Source: an optimization exercise on an open RTL-to-GDS flow (aim: small area and a short achievable clock period). Production flows keep margins and buffers that such runs may drop.
At most, simulation tests tie the RTL to the original design; equivalence was not proved.
Power and IR drop assume default switching activity.

== main ==
Design ovarint_core, start of the top module:
module ovarint_core (
    input  wire         clk,
    input  wire         rst,
    input  wire         in_valid,
    input  wire [4:0]   cmd,         
    input  wire [127:0] val_in,
    input  wire [127:0] bytes_in,    
    input  wire [4:0]   len_in,
    output reg          out_valid,
    output reg  [2:0]   status,
    output reg  [4:0]   len_out,
    output reg  [127:0] bytes_out,   
    output reg  [127:0] val_out
);
Size: roughly 1,900 cells after synthesis, ~300 flip-flops, ~530 I/O pins.
==> module ovarint_core, before the edit <==
module ovarint_core (
    input  wire         clk,
    input  wire         rst,
    input  wire         in_valid,
    input  wire [4:0]   cmd,         
    input  wire [127:0] val_in,
    input  wire [127:0] bytes_in,    
    input  wire [4:0]   len_in,
    output reg          out_valid,
    output reg  [2:0]   status,
    output reg  [4:0]   len_out,
    output reg  [127:0] bytes_out,   
    output reg  [127:0] val_out
);
    localparam [2:0] ST_OK        = 3'd0;
    localparam [2:0] ST_OUTRANGE  = 3'd1;
    localparam [2:0] ST_TRUNCATED = 3'd2;
    localparam [2:0] ST_ILLEGAL   = 3'd4;
    integer i, k, m;
    wire       dir  = cmd[4];
    wire       sgn  = cmd[3];
    wire [2:0] wsel = cmd[2:0];
    wire w8 = (wsel == 3'd0), w16 = (wsel == 3'd1), w32 = (wsel == 3'd2),
         w64 = (wsel == 3'd3), w128 = wsel[2];
    reg [127:0] wide;
    always @* begin
        wide = val_in;
        if (w8)  wide[15:8]  = {8{sgn & val_in[7]}};
        if (w16) wide[23:16] = {8{sgn & val_in[15]}};
        if (w32) wide[39:32] = {8{sgn & val_in[31]}};
        if (w64) wide[71:64] = {8{sgn & val_in[63]}};
    end
    reg [15:1] f;
    reg [8:0]  g;
    always @* begin
        for (k = 1; k < 16; k = k + 1) begin
            g = val_in[8 * k - 5 +: 9];
            f[k] = sgn ? (|g & ~&g) : |g[8:1];
        end
        if (sgn) begin
            if (w8)  f[1] = |val_in[7:3]   & ~&val_in[7:3];
            if (w16) f[2] = |val_in[15:11] & ~&val_in[15:11];
            if (w32) f[4] = |val_in[31:27] & ~&val_in[31:27];
            if (w64) f[8] = |val_in[63:59] & ~&val_in[63:59];
        end else begin
            if (w8)  f[1] = |val_in[7:4];
            if (w16) f[2] = |val_in[15:12];
            if (w32) f[4] = |val_in[31:28];
            if (w64) f[8] = |val_in[63:60];
        end
        if (w8)  f[15:2] = 14'd0;
        if (w16) f[15:3] = 13'd0;
        if (w32) f[15:5] = 11'd0;
        if (w64) f[15:9] = 7'd0;
    end
    wire s_e = sgn & (w8 ? val_in[7] : w16 ? val_in[15] : w32 ? val_in[31] : w64 ? val_in[63] : val_in[127]);
    wire oor_e = w128 & (sgn ? (|val_in[127:123] & ~&val_in[127:123]) : (|val_in[127:124]));
    wire [7:0] hdr  = bytes_in[7:0];
    wire       negd = sgn & ~hdr[7];
    wire [3:0] n_d  = sgn ? (hdr[6:3] ^ {4{~hdr[7]}}) : hdr[7:4];
    wire [7:0] hdr_v = sgn ? {{5{negd}}, hdr[2:0]} : {4'd0, hdr[3:0]};
    reg [127:0] x_a;         
    reg [15:1]  f_a;         
    reg [3:0]   nd_a;        
    reg         dir_a, sgn_a;
    reg         s_a;         
    reg [2:0]   wsel_a;
    reg         oor_a;       
    reg [4:0]   len_a;       
    reg         v_a;
    always @(posedge clk) begin
        if (rst)
            v_a <= 1'b0;
        else
            v_a <= in_valid;
        x_a    <= dir ? {bytes_in[127:8], hdr_v} : wide;
        f_a    <= f;
        nd_a   <= n_d;
        dir_a  <= dir;
        sgn_a  <= sgn;
        s_a    <= s_e;
        wsel_a <= wsel;
        oor_a  <= oor_e;
        len_a  <= len_in;
    end
    reg [3:0] n_e;
    always @* begin
        n_e = 4'd0;
        for (k = 1; k < 16; k = k + 1)
            if (f_a[k]) n_e = k;
    end
    wire [3:0] n = dir_a ? nd_a : n_e;
    wire       fill = x_a[7];
    wire [3:0] sh   = ~n;
    reg [127:0] r, y;
    always @* begin
        for (i = 0; i < 16; i = i + 1)
            r[8 * i +: 8] = x_a[8 * (15 - i) +: 8];
        y = r;
        if (sh[3]) y = {{64{fill}}, y[127:64]};
        if (sh[2]) y = {{32{fill}}, y[127:32]};
        if (sh[1]) y = {{16{fill}}, y[127:16]};
        if (sh[0]) y = {{8{fill}},  y[127:8]};
    end
    wire [7:0] y0 = dir_a ? y[7:0] :
                    sgn_a ? {~s_a, n ^ {4{s_a}}, y[2:0]} : {n, y[3:0]};
    wire [127:0] res = {y[127:8], y0};
    wire negd_a = x_a[7];
    reg [15:0] c, p, q;
    always @* begin
        for (m = 0; m < 16; m = m + 1)
            c[m] = negd_a ? (&x_a[8 * m +: 8]) : ~(|x_a[8 * m +: 8]);
        p[0] = c[0];
        for (m = 1; m < 16; m = m + 1)
            p[m] = p[m - 1] & c[m];
        for (m = 0; m < 15; m = m + 1)
            q[m] = p[m] & (~sgn_a | (x_a[8 * m + 15] == negd_a));
        q[15] = p[15];
    end
    reg  [3:0] wb;        
    always @* begin
        case (wsel_a)
            3'd0:    wb = 4'd1;
            3'd1:    wb = 4'd2;
            3'd2:    wb = 4'd4;
            default: wb = 4'd8;
        endcase
    end
    wire [4:0] dw   = {1'b0, nd_a} - {1'b0, wb};
    wire       fits = wsel_a[2] | dw[4] | q[dw[3:0]];
    wire trunc = ~len_a[4] & (len_a[3:0] <= nd_a);
    reg [2:0] st;
    always @* begin
        if (wsel_a > 3'd4) st = ST_ILLEGAL;
        else if (!dir_a)   st = oor_a ? ST_OUTRANGE : ST_OK;
        else if (trunc)    st = ST_TRUNCATED;
        else if (!fits)    st = ST_OUTRANGE;
        else               st = ST_OK;
    end
    always @(posedge clk) begin
        if (rst)
            out_valid <= 1'b0;
        else
            out_valid <= v_a;
        status    <= st;
        len_out   <= (st == ST_OK) ? ({1'b0, n} + 5'd1) : 5'd0;
        y_b       <= res;
    end
    reg [127:0] y_b;
    always @* begin
        bytes_out = y_b;
        val_out   = y_b;
    end
endmodule
clock: 8.0 ns
lec_check: 0
cap_margin: 20
core_margin: 2
core_utilization: 35
place_density: 0.45
slew_margin: 20
standard.sh (not shown) runs the stock make flow with config.mk's settings and CLKGATE_MAP_FILE= SYNTH_SCRIPT=/design/flow/synth_recipe.tcl, a recipe that flattens the netlist after the stock synthesis.
==> flow/flow/run.sh <==
#!/bin/bash
set -euo pipefail
export BUFFER_PORTS_ARGS="-buffer_cell sky130_fd_sc_hd__buf_1"
export SETUP_SLACK_MARGIN=5.3
bash standard.sh > standard.log 2>&1
Inputs modified between main and the feature branch:
--- a/flow/design.v
+++ b/flow/design.v
@@ -54,5 +54,4 @@
         if (w64) f[15:9] = 7'd0;
     end
-    wire s_e = sgn & (w8 ? val_in[7] : w16 ? val_in[15] : w32 ? val_in[31] : w64 ? val_in[63] : val_in[127]);
     wire oor_e = w128 & (sgn ? (|val_in[127:123] & ~&val_in[127:123]) : (|val_in[127:124]));
     wire [7:0] hdr  = bytes_in[7:0];
@@ -64,5 +63,4 @@
     reg [3:0]   nd_a;        
     reg         dir_a, sgn_a;
-    reg         s_a;         
     reg [2:0]   wsel_a;
     reg         oor_a;       
@@ -79,5 +77,4 @@
         dir_a  <= dir;
         sgn_a  <= sgn;
-        s_a    <= s_e;
         wsel_a <= wsel;
         oor_a  <= oor_e;
@@ -103,7 +100,6 @@
         if (sh[0]) y = {{8{fill}},  y[127:8]};
     end
-    wire [7:0] y0 = dir_a ? y[7:0] :
-                    sgn_a ? {~s_a, n ^ {4{s_a}}, y[2:0]} : {n, y[3:0]};
-    wire [127:0] res = {y[127:8], y0};
+    wire [7:0] hx = dir_a ? 8'd0 : sgn_a ? {1'b1, n, 3'd0} : {n, 4'd0};
+    wire [127:0] res = {y[127:8], y[7:0] ^ hx};
     wire negd_a = x_a[7];
     reg [15:0] c, p, q;
Notes after the runs:
The feature branch and main ended up with nearly the same clock edge transition at the registers on the reported setup and hold paths.
In the tables for the feature branch and main, synthesized area reads higher with main.
Going from main to the feature branch, final instance area grew slightly.
In the flow results for the feature branch and main, the fraction of power consumed by sequential logic is smaller on main.
Delta (the feature branch minus main): shortest period the worst path allows climbed 0.033 ns; count of buffer and inverter cells on the critical path rose by 1; reported max-cap violation count saw little to no change.
NOTE: cell count of the worst reg-to-reg path in the feature branch exceeds that of main
Per the comparison of the feature branch with main, final worst-path cycle share has increased; overall power of the completed layout has decreased; number of signal-net buffers in the layout has increased.
Going from main to the feature branch, vertical die dimension moved down; sequential share of layout area shrank by 0.49 points.
Function not checked in the feature branch: the RTL went through the layout flow alone.

## port drivers added, routing unchanged
No port has a modelled driver above. Below, the same layouts with a new extraction and two added sets of constraints.
Step 1: set_driving_cell puts a clkbuf_16 on clk and a buf_2 on each other input, an assumption about the parent block.
Step 2, shift: input delay + t, output delay - t, t = (earliest + latest rising clock arrival at the registers) / 2. This alone moves slack from input paths to output paths.
Slacks: no drivers / after step 1 / after step 2; pairs: no drivers / after step 1.
run | t (ns) | setup WS [ns] | clock arrival spread, ns
main | 0.615 | 5.208 / 5.208 / 4.802 | 0.024 / 0.024
the feature branch | 0.601 | 5.176 / 5.176 / 4.839 | 0.027 / 0.027
After both steps setup and hold are still met in every run listed. For main, which loses most, drivers alone change the setup slack by 0.000 ns; drivers and shift together by -0.406 ns.
